This is an optimization exercise on Yosys and OpenROAD, whose aim is small area, not a production implementation.
The RTL was checked by simulation tests, not by an equivalence proof against the original design.
Power figures rest on the tool's default switching activity, not on a simulated workload. No driver is modelled on the clock port, so clocking that relies on it looks cheaper here than on a real chip.

==> flow/design.v <==
module gfig_rx (
    input  wire         clk,
    input  wire         rst,         
    input  wire         in_valid,
    input  wire [7:0]   in_data,
    input  wire         in_last,
    output wire         in_ready,
    output reg          rep_valid,
    output reg  [2:0]   rep_code,
    output wire [279:0] rep_data
);
    localparam integer N = 35;               
    localparam [7:0] M0 = 8'hB2;
    localparam [7:0] M1 = 8'hA1;
    localparam [15:0] CRC_MAGIC = 16'hC0AB;  
    localparam [3:0] S_IDLE  = 4'd0;         
    localparam [3:0] S_LOOP  = 4'd1;         
    localparam [3:0] S_SCAN  = 4'd2;         
    localparam [3:0] S_MG    = 4'd3;         
    localparam [3:0] S_HDRV  = 4'd4;
    localparam [3:0] S_HDRT  = 4'd5;
    localparam [3:0] S_USTL  = 4'd6;         
    localparam [3:0] S_ABS   = 4'd7;         
    localparam [3:0] S_FDONE = 4'd8;         
    localparam [3:0] S_RWAIT = 4'd9;
    localparam [3:0] S_CLEAR = 4'd10;
    localparam [3:0] S_CHK   = 4'd11;
    reg [8*N-1:0] rr;        
    reg [8*N-1:0] pr;        
    reg [5:0] ph;            
    wire [5:0] ph_n = (ph == N-1) ? 6'd0 : ph + 6'd1;
    reg [3:0]  st;
    reg [5:0]  hd;           
    reg [5:0]  ln;           
    reg [5:0]  p0;           
    reg [5:0]  k;            
    reg [3:0]  inv;
    reg [15:0] crc;
    reg        ok;           
    reg        ce;           
    reg        cm;           
    reg        nz;           
    reg        mg;           
    reg        ux;           
    reg        pb;           
    reg        vb;           
    reg        mal;          
    reg        ini;          
    reg [1:0]  tp;
    function [15:0] crc_byte;
        input [15:0] c;
        input [7:0]  b;
        integer j;
        reg [15:0] r;
        begin
            r = c ^ {b, 8'h00};
            for (j = 0; j < 8; j = j + 1)
                r = r[15] ? ((r << 1) ^ 16'h1021) : (r << 1);
            crc_byte = r;
        end
    endfunction
    wire [6:0] tsum = {1'b0, hd} + {1'b0, ln};
    wire [5:0] tl = (tsum >= N) ? tsum - N : tsum[5:0];
    wire       empty = (ln == 6'd0);
    wire byp_st = (st == S_SCAN) || (st == S_ABS);
    wire acc = (st == S_IDLE) ||
               (!ce && st != S_RWAIT && st != S_CLEAR && st != S_CHK) ||
               (st == S_ABS && empty);
    assign in_ready = acc && (ph == tl) && (ln != N);
    wire take = in_valid && in_ready;
    wire [7:0] x = empty ? in_data : rr[8*N-1 -: 8];
    wire       rd = (ph == hd) && (!empty || take);
    wire [15:0] crc_nx = crc_byte(crc, x);
    reg [5:0] n2, n1, lastf;
    always @* begin
        case (tp)
            2'd1:    begin n2 = 6'd14; n1 = 6'd15; lastf = 6'd12; end
            2'd2:    begin n2 = 6'd62; n1 = 6'd63; lastf = 6'd38; end
            default: begin n2 = 6'd12; n1 = 6'd13; lastf = 6'd11; end
        endcase
    end
    wire rd_scan = (st == S_SCAN) && rd;
    wire rd_abs  = (st == S_ABS) && rd;
    wire rd_hdr  = ((st == S_HDRV) && (ph == hd)) || (st == S_HDRT);
    wire consume = rd_scan || rd_abs || rd_hdr;
    wire pwr = rd_abs && (k >= 6'd4) && (k <= lastf);
    wire [7:0] rr_in = take ? in_data : rr[8*N-1 -: 8];
    wire [7:0] pr_in = pwr ? x : (st == S_CLEAR) ? 8'h00 : pr[8*N-1 -: 8];
    genvar g;
    generate
        for (g = 0; g < N; g = g + 1) begin : g_rep
            assign rep_data[8*g +: 8] = pr[8*(N-1-g) +: 8];
        end
    endgenerate
    always @(posedge clk) begin
        rr <= {rr[8*N-9:0], rr_in};
        pr <= {pr[8*N-9:0], pr_in};
    end
    always @(posedge clk) begin
        if (rst) begin
            st        <= S_CLEAR;
            ini       <= 1'b1;
            mal       <= 1'b0;
            ph        <= 6'd0;
            p0        <= 6'd0;
            hd        <= 6'd0;
            ln        <= 6'd0;
            inv       <= 4'd0;
            ce        <= 1'b1;
            cm        <= 1'b0;
            nz        <= 1'b0;
            mg        <= 1'b0;
            ux        <= 1'b0;
            pb        <= 1'b0;
            rep_valid <= 1'b0;
            rep_code  <= 3'd0;
        end else begin
            ph        <= ph_n;
            rep_valid <= 1'b0;
            if (take)
                ce <= in_last;
            if (consume)
                hd <= ph_n;
            if (take && !consume)
                ln <= ln + 6'd1;
            else if (consume && !empty && !take)
                ln <= ln - 6'd1;
            case (st)
                S_IDLE: begin
                    if (take)
                        st <= S_LOOP;
                end
                S_LOOP: begin
                    if (nz || ln >= 6'd8 || (ux && ln >= 6'd5) || (mg && ln >= 6'd6)) begin
                        ux <= 1'b0;
                        if (mg) begin
                            st <= S_MG;
                        end else begin
                            if (!nz && !ux)
                                pb <= 1'b0;
                            st <= S_SCAN;
                        end
                    end else if (ce) begin
                        st <= S_IDLE;
                    end
                end
                S_SCAN: begin
                    if (rd) begin
                        pb <= (x == M0);
                        if (pb && x == M1) begin
                            nz  <= 1'b0;
                            mg  <= 1'b1;
                            crc <= CRC_MAGIC;
                            st  <= S_MG;
                        end
                    end else if (empty && ce) begin
                        nz <= 1'b1;
                        st <= S_IDLE;
                    end
                end
                S_MG: begin
                    if (ln >= 6'd2)
                        st <= S_HDRV;
                    else if (ce)
                        st <= S_IDLE;
                end
                S_HDRV: begin
                    if (ph == hd) begin
                        ok  <= (x == 8'h01);
                        vb  <= (x == M0);
                        crc <= crc_nx;
                        st  <= S_HDRT;
                    end
                end
                S_HDRT: begin
                    if (x == 8'h01 || x == 8'h02 || x == 8'h03) begin
                        crc <= crc_nx;
                        mg <= 1'b0;
                        cm <= 1'b1;
                        tp <= x[1:0];
                        k  <= 6'd4;
                        st <= S_ABS;
                    end else begin
                        mg  <= vb && (x == M1);
                        crc <= CRC_MAGIC;
                        pb  <= (x == M0);
                        ux <= 1'b1;
                        st <= S_USTL;
                    end
                end
                S_USTL: begin
                    if (ce) begin
                        inv       <= inv + 4'd1;
                        rep_valid <= 1'b1;
                        rep_code  <= 3'd4;
                        st        <= S_CHK;
                    end
                end
                S_ABS: begin
                    if (rd) begin
                        k <= k + 6'd1;
                        if (k == 6'd4)
                            p0 <= ph;
                        if (k < n2)
                            crc <= crc_nx;
                        else
                            ok <= ok && (x == ((k == n2) ? crc[7:0] : crc[15:8]));
                        if (k == n1) begin
                            cm <= 1'b0;
                            st <= S_FDONE;
                        end
                    end
                end
                S_FDONE: begin
                    if (ce)
                        st <= S_RWAIT;
                end
                S_RWAIT: begin
                    if (ph_n == p0) begin
                        if (ok) begin
                            inv       <= 4'd0;
                            rep_valid <= 1'b1;
                            rep_code  <= {1'b0, tp};
                            mal       <= 1'b0;
                        end else begin
                            inv <= inv + 4'd1;
                            mal <= 1'b1;
                        end
                        st <= S_CLEAR;
                    end
                end
                S_CLEAR: begin
                    if (ph_n == p0) begin
                        ini <= 1'b0;
                        if (ini) begin
                            st <= S_IDLE;
                        end else if (mal) begin
                            rep_valid <= 1'b1;
                            rep_code  <= 3'd5;
                            st        <= S_CHK;
                        end else begin
                            st <= S_LOOP;
                        end
                    end
                end
                S_CHK: begin
                    if (inv > 4'd10) begin
                        inv       <= 4'd0;
                        ln        <= 6'd0;
                        nz        <= 1'b0;
                        ux        <= 1'b0;
                        mg        <= 1'b0;
                        rep_valid <= 1'b1;
                        rep_code  <= 3'd6;
                        st        <= S_IDLE;
                    end else begin
                        st <= S_LOOP;
                    end
                end
                default: st <= S_IDLE;
            endcase
        end
    end
endmodule
Settings: LEC_CHECK=0, CAP_MARGIN=20, CORE_MARGIN=2, CORE_UTILIZATION=40, SLEW_MARGIN=20; clock period 14.0 ns.
run.sh (not shown) runs the stock make flow with config.mk's settings and CLKGATE_MAP_FILE= SYNTH_SCRIPT=/design/flow/synth_recipe.tcl, a recipe that flattens the netlist after the stock synthesis.
Rerun with:
==> flow/flow/run.sh (new file) <==
#!/bin/bash
# Standard ORFS layout with single-drive port buffers and a leaner clock tree.
set -euo pipefail
export BUFFER_PORTS_ARGS="-buffer_cell sky130_fd_sc_hd__buf_1"
export CTS_ARGS="-sink_clustering_enable -repair_clock_nets -dont_use_dummy_load -buf_list {sky130_fd_sc_hd__clkbuf_4} -sink_clustering_size 10 -sink_clustering_max_diameter 40"
bash standard.sh > run_standard.log 2>&1
==> flow/standard.sh (new file) <==
#!/bin/bash
# synth_recipe.tcl (not shown) runs the flow's synth.tcl, then flattens the netlist and writes it again
# the make line also repeats each setting of config.mk as NAME=value (left out here)
make -C /OpenROAD-flow-scripts/flow DESIGN_CONFIG=/design/flow/config.mk WORK_HOME=/design/flow/orfs CLKGATE_MAP_FILE= SYNTH_SCRIPT=/design/flow/synth_recipe.tcl "${@:-finish}"
- ABC_AREA: not set -> 1
- CORE_UTILIZATION: 40 -> 60
removed: flow/run.sh
=> The new run completed with no timing, DRC or antenna violations; maximum frequency is higher by about a fifth; routed wire length came out lower by about a fifth; worst setup slack gets better by 980 ps; power fell by about a fifth; synthesized cell count went up by a little under a tenth.
Rerun with:
==> flow/flow/run.sh (replaced) <==
#!/bin/bash
# Standard ORFS layout with single-drive port buffers and a leaner clock tree.
set -euo pipefail
export BUFFER_PORTS_ARGS="-buffer_cell sky130_fd_sc_hd__buf_1"
export CTS_ARGS="-sink_clustering_enable -repair_clock_nets -dont_use_dummy_load -buf_list {sky130_fd_sc_hd__clkbuf_16} -sink_clustering_size 36 -sink_clustering_max_diameter 80"
bash standard.sh > run_standard.log 2>&1
What happened:
- The changed run produced a clean layout
- utilization barely changes
- clock-buffer cell count falls by 54
- clock skew falls by 56 ps
- worst setup slack improves by 100 ps
- die area does not change
Rerun with:
==> flow/flow/run.sh (replaced) <==
#!/bin/bash
# Standard ORFS layout with single-drive port buffers and a leaner clock tree.
set -euo pipefail
export BUFFER_PORTS_ARGS="-buffer_cell sky130_fd_sc_hd__buf_1"
export CTS_ARGS="-sink_clustering_enable -repair_clock_nets -dont_use_dummy_load -buf_list {sky130_fd_sc_hd__clkbuf_8} -sink_clustering_size 18 -sink_clustering_max_diameter 50"
bash standard.sh > run_standard.log 2>&1
- ABC_AREA: 1 -> not set
Final area rises by about 2.4%. Via count rises by about 3.2%. Wire length rises by about 0.5%. Sequential share of layout area falls by 1.6 points. Setup slack got worse by 720 ps. Power falls by 0.43%.

-- separate check: timing with driven ports --
How much do the figures lean on ideal ports? The routed layouts below were timed once more, with nothing changed but the port constraints.
Step 1 (the two cells are an assumption about what drives the block):
set clk [get_ports {clk}]
set_driving_cell -lib_cell sky130_fd_sc_hd__clkbuf_16 $clk
set_driving_cell -lib_cell sky130_fd_sc_hd__buf_2 [delete_from_list [all_inputs] $clk]
Step 2 times the ports against the registers' clock, not the clock port: input delays grow and output delays shrink by t, the midpoint of the rising clock arrivals with the driver on.
a / b / c = ideal / step 1 / step 2; a / b = the first two.
run	t, ns	setup slack, ns	latest minus earliest clock arrival (ns)	worst slew at a driven data input, ns
the first run	0.631	6.955 / 6.905 / 7.536	0.018 / 0.019	0.11
the second run	0.683	7.932 / 7.901 / 8.584	0.124 / 0.124	0.05
the third run	0.566	8.033 / 7.996 / 8.562	0.073 / 0.073	0.05
the fourth run	0.586	7.313 / 7.268 / 7.854	0.109 / 0.109	0.06
After both steps setup and hold are still met in every run listed.
